What follows belongs to an exercise in optimizing a design on an open flow for small area, a short achievable clock period and few clock cycles; a production flow would make more cautious choices. Power figures rest on the tool's default switching activity, not on a simulated workload.

==> flow/design.v <==
module dsb1_axis (
    input  wire               clk,
    input  wire               init,        
    input  wire               enc_add,     
    input  wire        [15:0] cnt_w,       
    input  wire               tick,        
    input  wire               pos_clear,   
    input  wire        [7:0]  target,
    input  wire        [7:0]  bias,
    output reg         [15:0] cnt,
    output reg         [31:0] pos,
    output wire        [31:0] pos_now,
    output reg         [15:0] last_delta,
    output reg         [7:0]  t_s,
    output reg         [7:0]  b_s
);
    reg pend_v;    
    reg pend_c;    
    wire [15:0] d     = cnt;
    wire        d_rnd = d[15] & (d[1] | d[0]);
    wire [7:0]  a1    = pos[7:0];
    wire [7:0]  b1    = d[9:2];
    wire [8:0]  c1;
    wire [7:0]  lo_n;
    assign c1[0] = d_rnd;
    wire [15:0] ld    = last_delta;
    wire [7:0]  a2    = pos[15:8];
    wire [7:0]  b2    = {ld[15], ld[15], ld[15:10]};
    wire [8:0]  c2;
    wire [7:0]  mid_n;
    assign c2[0] = pend_c;
    genvar gi;
    generate
        for (gi = 0; gi < 8; gi = gi + 1) begin : g_rc
            assign lo_n[gi]    = a1[gi] ^ b1[gi] ^ c1[gi];
            assign c1[gi + 1]  = (a1[gi] & b1[gi]) | (c1[gi] & (a1[gi] ^ b1[gi]));
            assign mid_n[gi]   = a2[gi] ^ b2[gi] ^ c2[gi];
            assign c2[gi + 1]  = (a2[gi] & b2[gi]) | (c2[gi] & (a2[gi] ^ b2[gi]));
        end
    endgenerate
    wire        inc = pend_v & c2[8] & ~ld[15];
    wire        dec = pend_v & ~c2[8] & ld[15];
    wire [15:0] hi  = pos[31:16];
    wire [16:0] run;              
    wire [15:0] hi_n;
    assign run[0] = inc | dec;
    generate
        for (gi = 0; gi < 16; gi = gi + 1) begin : g_hi
            assign run[gi + 1] = run[gi] & (hi[gi] ^ dec);
            assign hi_n[gi]    = hi[gi] ^ run[gi];
        end
    endgenerate
    wire [7:0] mid_now = pend_v ? mid_n : pos[15:8];
    assign pos_now = {hi_n, mid_now, pos[7:0]};
    always @(posedge clk) begin
        if (init) begin
            cnt        <= 16'd0;
            pos        <= 32'd0;
            pend_v     <= 1'b0;
            last_delta <= 16'd0;
        end else if (pos_clear) begin
            pos    <= 32'd0;
            pend_v <= 1'b0;
        end else begin
            pos[31:8] <= {hi_n, mid_now};
            pend_v    <= tick;
            if (tick) begin
                cnt        <= 16'd0;
                last_delta <= d;
                pos[7:0]   <= lo_n;
            end else if (enc_add) begin
                cnt <= cnt_w;
            end
        end
    end
    always @(posedge clk) begin
        if (tick) begin
            t_s    <= target;
            b_s    <= bias;
            pend_c <= c1[8];
        end
    end
endmodule
module dsb1_pid (
    input  wire         clk,
    input  wire         rst,         
    input  wire         ev_valid,
    input  wire [31:0]  ev_word,
    output wire         ev_ready,
    output reg          act_valid,
    output wire [10:0]  act_a,
    output wire [10:0]  act_b,
    output wire [10:0]  act_c,
    output wire [10:0]  act_d,
    output reg          tx_valid,
    output wire [335:0] tx_frame,    
    output reg          pos_valid,
    output reg  [1:0]   pos_axis,
    output reg  [31:0]  pos_value
);
    localparam [3:0] EV_INIT   = 4'h1;
    localparam [3:0] EV_TICK   = 4'h2;
    localparam [3:0] EV_TEL    = 4'h3;
    localparam [3:0] EV_RX     = 4'h4;
    localparam [3:0] EV_COMMIT = 4'h5;
    localparam [3:0] EV_TXDONE = 4'h6;
    localparam [3:0] EV_TXERR  = 4'h7;
    localparam [3:0] EV_POS    = 4'h8;
    localparam [3:0] EV_ENC    = 4'h9;
    localparam [4:0] S_HDR  = 5'd0;
    localparam [4:0] S_TAIL = 5'd10;
    localparam [4:0] S_C0   = 5'd16;
    localparam [4:0] S_C8   = 5'd24;
    localparam [7:0] HEADER = 8'h23;
    localparam [7:0] TAIL   = 8'h21;
    reg       sr_v, sa_v, sb_v, sc_v;
    reg [1:0] sr_k, sc_k;
    reg        rst_q;
    reg        ev_v;
    reg [3:0]  ev_q;
    reg [1:0]  ax_q;
    reg [15:0] data_q;
    reg        hold;      
    reg        rdy;       
    assign ev_ready = rdy;
    wire       go      = ev_v && !hold;
    wire       do_tick = go && ev_q == EV_TICK;
    wire       sr_v_n  = do_tick | (sr_v && sr_k != 2'd3);
    wire [1:0] sr_k_n  = do_tick ? 2'd0 : sr_k + 2'd1;
    wire       ev_v_n  = hold ? ev_v : ev_valid;
    wire [3:0] ev_q_n  = hold ? ev_q : ev_word[31:28];
    wire       hold_n  = ev_v_n &&
                         ((ev_q_n == EV_TICK && sr_v_n && sr_k_n != 2'd3) ||
                          (ev_q_n == EV_INIT && (sr_v_n || sr_v)));
    always @(posedge clk) begin
        rst_q <= rst;
        if (rst) begin
            ev_v <= 1'b0;
            hold <= 1'b0;
            rdy  <= 1'b1;
        end else begin
            ev_v <= ev_v_n;
            hold <= hold_n;
            rdy  <= !hold_n;
        end
        if (!hold) begin
            ev_q   <= ev_word[31:28];
            ax_q   <= ev_word[27:26];
            data_q <= ev_word[15:0];
        end
    end
    wire [7:0] b = data_q[7:0];
    wire init      = rst_q | (go && ev_q == EV_INIT);
    wire do_tel    = go && ev_q == EV_TEL;
    wire do_rx     = go && ev_q == EV_RX;
    wire do_commit = go && ev_q == EV_COMMIT;
    wire do_txclr  = go && (ev_q == EV_TXDONE || ev_q == EV_TXERR);
    wire do_pos    = go && ev_q == EV_POS;
    wire do_enc    = go && ev_q == EV_ENC;
    reg [7:0] target [0:3];
    reg [7:0] bias   [0:3];
    reg       ramp_en;
    reg       en_s;       
    reg  w21, w2140;
    wire trigger = do_rx && w2140 && b == 8'h21;
    wire [15:0] cnt        [0:3];
    wire [31:0] pos        [0:3];
    wire [31:0] pos_now    [0:3];
    wire [15:0] last_delta [0:3];
    wire [7:0]  t_s        [0:3];
    wire [7:0]  b_s        [0:3];
    wire [15:0] cnt_w = cnt[ax_q] + data_q;
    genvar gi;
    generate
        for (gi = 0; gi < 4; gi = gi + 1) begin : g_axis
            dsb1_axis u_axis (
                .clk        (clk),
                .init       (init),
                .enc_add    (do_enc && ax_q == gi),
                .cnt_w      (cnt_w),
                .tick       (do_tick),
                .pos_clear  (trigger),
                .target     (target[gi]),
                .bias       (bias[gi]),
                .cnt        (cnt[gi]),
                .pos        (pos[gi]),
                .pos_now    (pos_now[gi]),
                .last_delta (last_delta[gi]),
                .t_s        (t_s[gi]),
                .b_s        (b_s[gi])
            );
        end
    endgenerate
    reg signed [8:0]  ramp     [0:3];    
    reg signed [9:0]  integ    [0:3];
    reg signed [16:0] prev_err [0:3];
    reg signed [10:0] out      [0:3];
    assign act_a = out[0];
    assign act_b = out[1];
    assign act_c = out[2];
    assign act_d = out[3];
    wire signed [7:0]  t_r     = t_s[sr_k];
    wire signed [7:0]  b_r     = b_s[sr_k];
    wire signed [8:0]  r_r     = ramp[0];
    wire signed [8:0]  goal    = {t_r, 1'b0};
    wire signed [9:0]  rdiff   = goal - r_r;
    wire               near    = (rdiff > -10'sd55) && (rdiff < 10'sd55);
    wire signed [9:0]  r_up    = r_r + 10'sd55;
    wire signed [9:0]  r_dn    = r_r - 10'sd55;
    wire signed [9:0]  r_mv    = rdiff[9] ? r_dn : r_up;
    wire               to_goal = !en_s || near;
    wire signed [8:0]  ramp_n  = to_goal ? goal : r_mv[8:0];
    wire signed [7:0]  r_half  = (r_mv[8:0] + {8'd0, r_mv[8]}) >>> 1;
    wire signed [7:0]  sp_base = to_goal ? t_r : r_half;
    wire signed [8:0]  sp      = sp_base + b_r;
    reg signed [8:0]  sp_r;
    reg signed [15:0] d_r;
    wire signed [16:0] e       = sp_r - d_r;
    wire               e_hi    = !e[16] && e[15:0] > 16'd1000;
    wire               e_lo    = e[16] && e[15:0] < 16'hFC18;    
    wire signed [11:0] e12     = e[11:0];
    wire signed [11:0] isum    = integ[0] + e12;
    wire signed [9:0]  integ_n = (e_hi || (!e_lo && isum > 12'sd500))  ? 10'sd500 :
                                 (e_lo || isum < -12'sd500)            ? -10'sd500 :
                                 isum[9:0];
    wire signed [17:0] base    = (e <<< 1) - (prev_err[0] >>> 1);
    reg signed [17:0] base_q;
    reg               p0_q;
    wire signed [9:0]  i_b  = integ[3];
    wire signed [27:0] bq10 = {base_q, 10'd0};
    wire signed [27:0] y    = bq10 + 28'sd205 * i_b + 28'sd100;
    wire        [9:0]  frac = y[9:0];
    reg signed [17:0] fl0_q;      
    reg               dec_q;      
    reg               rem_q;      
    wire signed [17:0] fl    = fl0_q - {17'd0, dec_q};
    wire signed [17:0] t     = fl + {17'd0, fl[17] & rem_q};
    wire signed [10:0] out_n = t > 18'sd1000 ? 11'sd1000 :
                               (t < -18'sd1000 ? -11'sd1000 : t[10:0]);
    integer j;
    always @(posedge clk) begin
        if (rst_q) begin
            sr_v <= 1'b0;
            sa_v <= 1'b0;
            sb_v <= 1'b0;
            sc_v <= 1'b0;
        end else begin
            sr_v <= sr_v_n;
            sa_v <= sr_v;
            sb_v <= sa_v;
            sc_v <= sb_v;
        end
        act_valid <= !rst && !rst_q && sc_v && sc_k == 2'd3;
        sr_k <= sr_k_n;
        if (sc_v)
            sc_k <= sc_k + 2'd1;
        else
            sc_k <= 2'd0;
        if (do_tick)
            en_s <= ramp_en;
        sp_r   <= sp;
        d_r    <= last_delta[sr_k];
        base_q <= base;
        p0_q   <= prev_err[0][0];
        fl0_q  <= y[27:10];
        dec_q  <= p0_q & (frac <= 10'd610);
        rem_q  <= p0_q | (frac > 10'd200);
        if (init) begin
            for (j = 0; j < 4; j = j + 1) begin
                ramp[j]     <= 9'sd0;
                integ[j]    <= 10'sd0;
                prev_err[j] <= 17'sd0;
            end
        end else begin
            if (sr_v) begin
                for (j = 0; j < 3; j = j + 1)
                    ramp[j] <= ramp[j + 1];
                ramp[3] <= ramp_n;
            end
            if (sa_v) begin
                for (j = 0; j < 3; j = j + 1) begin
                    integ[j]    <= integ[j + 1];
                    prev_err[j] <= prev_err[j + 1];
                end
                integ[3]    <= integ_n;
                prev_err[3] <= e;
            end
        end
        if (sc_v)
            out[sc_k] <= out_n;
    end
    reg  [4:0] dst;
    reg  [7:0] pl [0:8];
    wire [3:0] cidx = dst[3:0];    
    wire       rx_store = do_rx && dst >= 5'd1 && dst <= 5'd9;
    always @(posedge clk) begin
        if (rx_store || do_commit) begin
            for (j = 0; j < 8; j = j + 1)
                pl[j] <= pl[j + 1];
            pl[8] <= b;
        end
    end
    always @(posedge clk) begin
        if (init) begin
            dst     <= S_HDR;
            w21     <= 1'b0;
            w2140   <= 1'b0;
            ramp_en <= 1'b0;
            for (j = 0; j < 4; j = j + 1) begin
                target[j] <= 8'd0;
                bias[j]   <= 8'd0;
            end
        end else begin
            if (do_rx) begin
                w21   <= !trigger && b == 8'h21;
                w2140 <= !trigger && w21 && b == 8'h40;
                if (dst == S_HDR) begin
                    if (b == HEADER)
                        dst <= 5'd1;
                end else if (dst == S_TAIL) begin
                    dst <= (b == TAIL) ? S_C0 : S_HDR;
                end else begin
                    dst <= dst + 5'd1;
                end
            end
            if (do_commit) begin
                if (cidx <= 4'd3)
                    target[cidx[1:0]] <= pl[0];
                else if (cidx == 4'd4)
                    ramp_en <= pl[0][0];
                else
                    bias[cidx[1:0] - 2'd1] <= pl[0];
                dst <= (dst == S_C8) ? S_HDR : dst + 5'd1;
            end
        end
    end
    reg busy;
    always @(posedge clk) begin
        if (init)
            busy <= 1'b0;
        else if (do_tel && !busy && data_q[0])
            busy <= 1'b1;
        else if (do_txclr)
            busy <= 1'b0;
    end
    assign tx_frame[7:0]     = HEADER;
    assign tx_frame[335:328] = TAIL;
    generate
        for (gi = 0; gi < 4; gi = gi + 1) begin : g_frame
            assign tx_frame[8 + 16*gi +: 16]   = {{8{target[gi][7]}}, target[gi]};
            assign tx_frame[72 + 32*gi +: 32]  = pos[gi];
            assign tx_frame[200 + 32*gi +: 32] = {{16{last_delta[gi][15]}}, last_delta[gi]};
        end
    endgenerate
    always @(posedge clk) begin
        if (rst) begin
            tx_valid  <= 1'b0;
            pos_valid <= 1'b0;
        end else begin
            tx_valid  <= do_tel && !busy && data_q[0];
            pos_valid <= do_pos;
        end
        if (do_pos)
            pos_axis <= ax_q;
        pos_value <= pos_now[ax_q];
    end
endmodule
==> flow/config.mk <==
export PLATFORM = sky130hd
export DESIGN_NAME = dsb1_pid
export DESIGN_NICKNAME = dsb1_pid
export VERILOG_FILES = /design/flow/design.v
export SDC_FILE = /design/flow/constraint.sdc
export NUM_CORES = 4
export LEC_CHECK = 0
export CAP_MARGIN = 20
export CORE_MARGIN = 2
export CORE_UTILIZATION = 40
export SLEW_MARGIN = 20
==> flow/constraint.sdc <==
create_clock -name core_clock -period 36.0 [get_ports {clk}]
set_input_delay 7.2000 -clock core_clock [delete_from_list [all_inputs] [get_ports {clk}]]
set_output_delay 7.2000 -clock core_clock [all_outputs]
set_load 0.01 [all_outputs]
run.sh (not shown) runs the stock make flow with config.mk's settings and CLKGATE_MAP_FILE= SYNTH_SCRIPT=/design/flow/synth_recipe.tcl, a recipe that flattens the netlist after the stock synthesis.
The first run passed the timing, DRC and antenna checks.
==> next run, changes <==
--- a/flow/design.v
+++ b/flow/design.v
@@ -122,6 +122,5 @@
     reg [15:0] data_q;
     reg        hold;      
-    reg        rdy;       
-    assign ev_ready = rdy;
+    assign ev_ready = !hold;
     wire       go      = ev_v && !hold;
     wire       do_tick = go && ev_q == EV_TICK;
@@ -138,9 +137,7 @@
             ev_v <= 1'b0;
             hold <= 1'b0;
-            rdy  <= 1'b1;
         end else begin
             ev_v <= ev_v_n;
             hold <= hold_n;
-            rdy  <= !hold_n;
         end
         if (!hold) begin
@@ -219,6 +216,5 @@
     wire               e_hi    = !e[16] && e[15:0] > 16'd1000;
     wire               e_lo    = e[16] && e[15:0] < 16'hFC18;    
-    wire signed [11:0] e12     = e[11:0];
-    wire signed [11:0] isum    = integ[0] + e12;
+    wire signed [11:0] isum    = integ[0] + $signed(e[11:0]);
     wire signed [9:0]  integ_n = (e_hi || (!e_lo && isum > 12'sd500))  ? 10'sd500 :
                                  (e_lo || isum < -12'sd500)            ? -10'sd500 :
@@ -228,6 +224,5 @@
     reg               p0_q;
     wire signed [9:0]  i_b  = integ[3];
-    wire signed [27:0] bq10 = {base_q, 10'd0};
-    wire signed [27:0] y    = bq10 + 28'sd205 * i_b + 28'sd100;
+    wire signed [27:0] y    = $signed({base_q, 10'd0}) + 28'sd205 * i_b + 28'sd100;
     wire        [9:0]  frac = y[9:0];
     reg signed [17:0] fl0_q;      
@@ -240,16 +235,17 @@
     integer j;
     always @(posedge clk) begin
-        if (rst_q) begin
-            sr_v <= 1'b0;
-            sa_v <= 1'b0;
-            sb_v <= 1'b0;
-            sc_v <= 1'b0;
+        if (rst) begin
+            sr_v      <= 1'b0;
+            sa_v      <= 1'b0;
+            sb_v      <= 1'b0;
+            sc_v      <= 1'b0;
+            act_valid <= 1'b0;
         end else begin
-            sr_v <= sr_v_n;
-            sa_v <= sr_v;
-            sb_v <= sa_v;
-            sc_v <= sb_v;
+            sr_v      <= sr_v_n;
+            sa_v      <= sr_v;
+            sb_v      <= sa_v;
+            sc_v      <= sb_v;
+            act_valid <= sc_v && sc_k == 2'd3;
         end
-        act_valid <= !rst && !rst_q && sc_v && sc_k == 2'd3;
         sr_k <= sr_k_n;
         if (sc_v)
@@ -259,11 +255,17 @@
         if (do_tick)
             en_s <= ramp_en;
-        sp_r   <= sp;
-        d_r    <= last_delta[sr_k];
-        base_q <= base;
-        p0_q   <= prev_err[0][0];
-        fl0_q  <= y[27:10];
-        dec_q  <= p0_q & (frac <= 10'd610);
-        rem_q  <= p0_q | (frac > 10'd200);
+        if (sr_v) begin
+            sp_r <= sp;
+            d_r  <= last_delta[sr_k];
+        end
+        if (sa_v) begin
+            base_q <= base;
+            p0_q   <= prev_err[0][0];
+        end
+        if (sb_v) begin
+            fl0_q <= y[27:10];
+            dec_q <= p0_q & (frac <= 10'd610);
+            rem_q <= p0_q | (frac > 10'd200);
+        end
         if (init) begin
             for (j = 0; j < 4; j = j + 1) begin
The new run produced a clean layout.
Total power went down by 21%.
Die area went up by 0.78%.
Setup slack improves by 0.33 ns.
Global-route usage went up by 0.24 points.
Sequential power went down by about 4%.
Register-to-register slack improves by 0.12 ns.
Design area went up by 0.48%.
Routed wire length went up by 1.8%.
Non-clock buffer count went down by 10.
Synthesized cell count went up by 0.45%.
Via count went up by 0.49%.
Fmax went up by 3.6%.
Critical path depth does not change.
Core utilization went down by 0.40 points.
No functional check of the RTL was part of any run of this note.

-- static timing again, ports no longer ideal --
The flow's constraints put no driver on any port. The routed layouts listed below were extracted and timed again, unchanged, in two steps.
Step 1 (the two cells are an assumption about what drives the block):
set clk [get_ports {clk}]
set_driving_cell -lib_cell sky130_fd_sc_hd__clkbuf_16 $clk
set_driving_cell -lib_cell sky130_fd_sc_hd__buf_2 [delete_from_list [all_inputs] $clk]
Step 2 adds t to the input delays and takes it off the output delays; t is the mean of the earliest and latest rising clock arrival at the registers after step 1. Input paths then give back, and output paths get back, about the clock's delay inside the block.
a / b / c = no drivers / after step 1 / after step 2; a / b = the first two.
run | t (ns) | setup slack, ns | cell pins on the clock port's net
the first run | 0.730 | 26.546 / 26.475 / 27.205 | 1
the second run | 0.724 | 26.873 / 26.805 / 27.027 | 1
After both steps setup and hold are still met in every run listed.
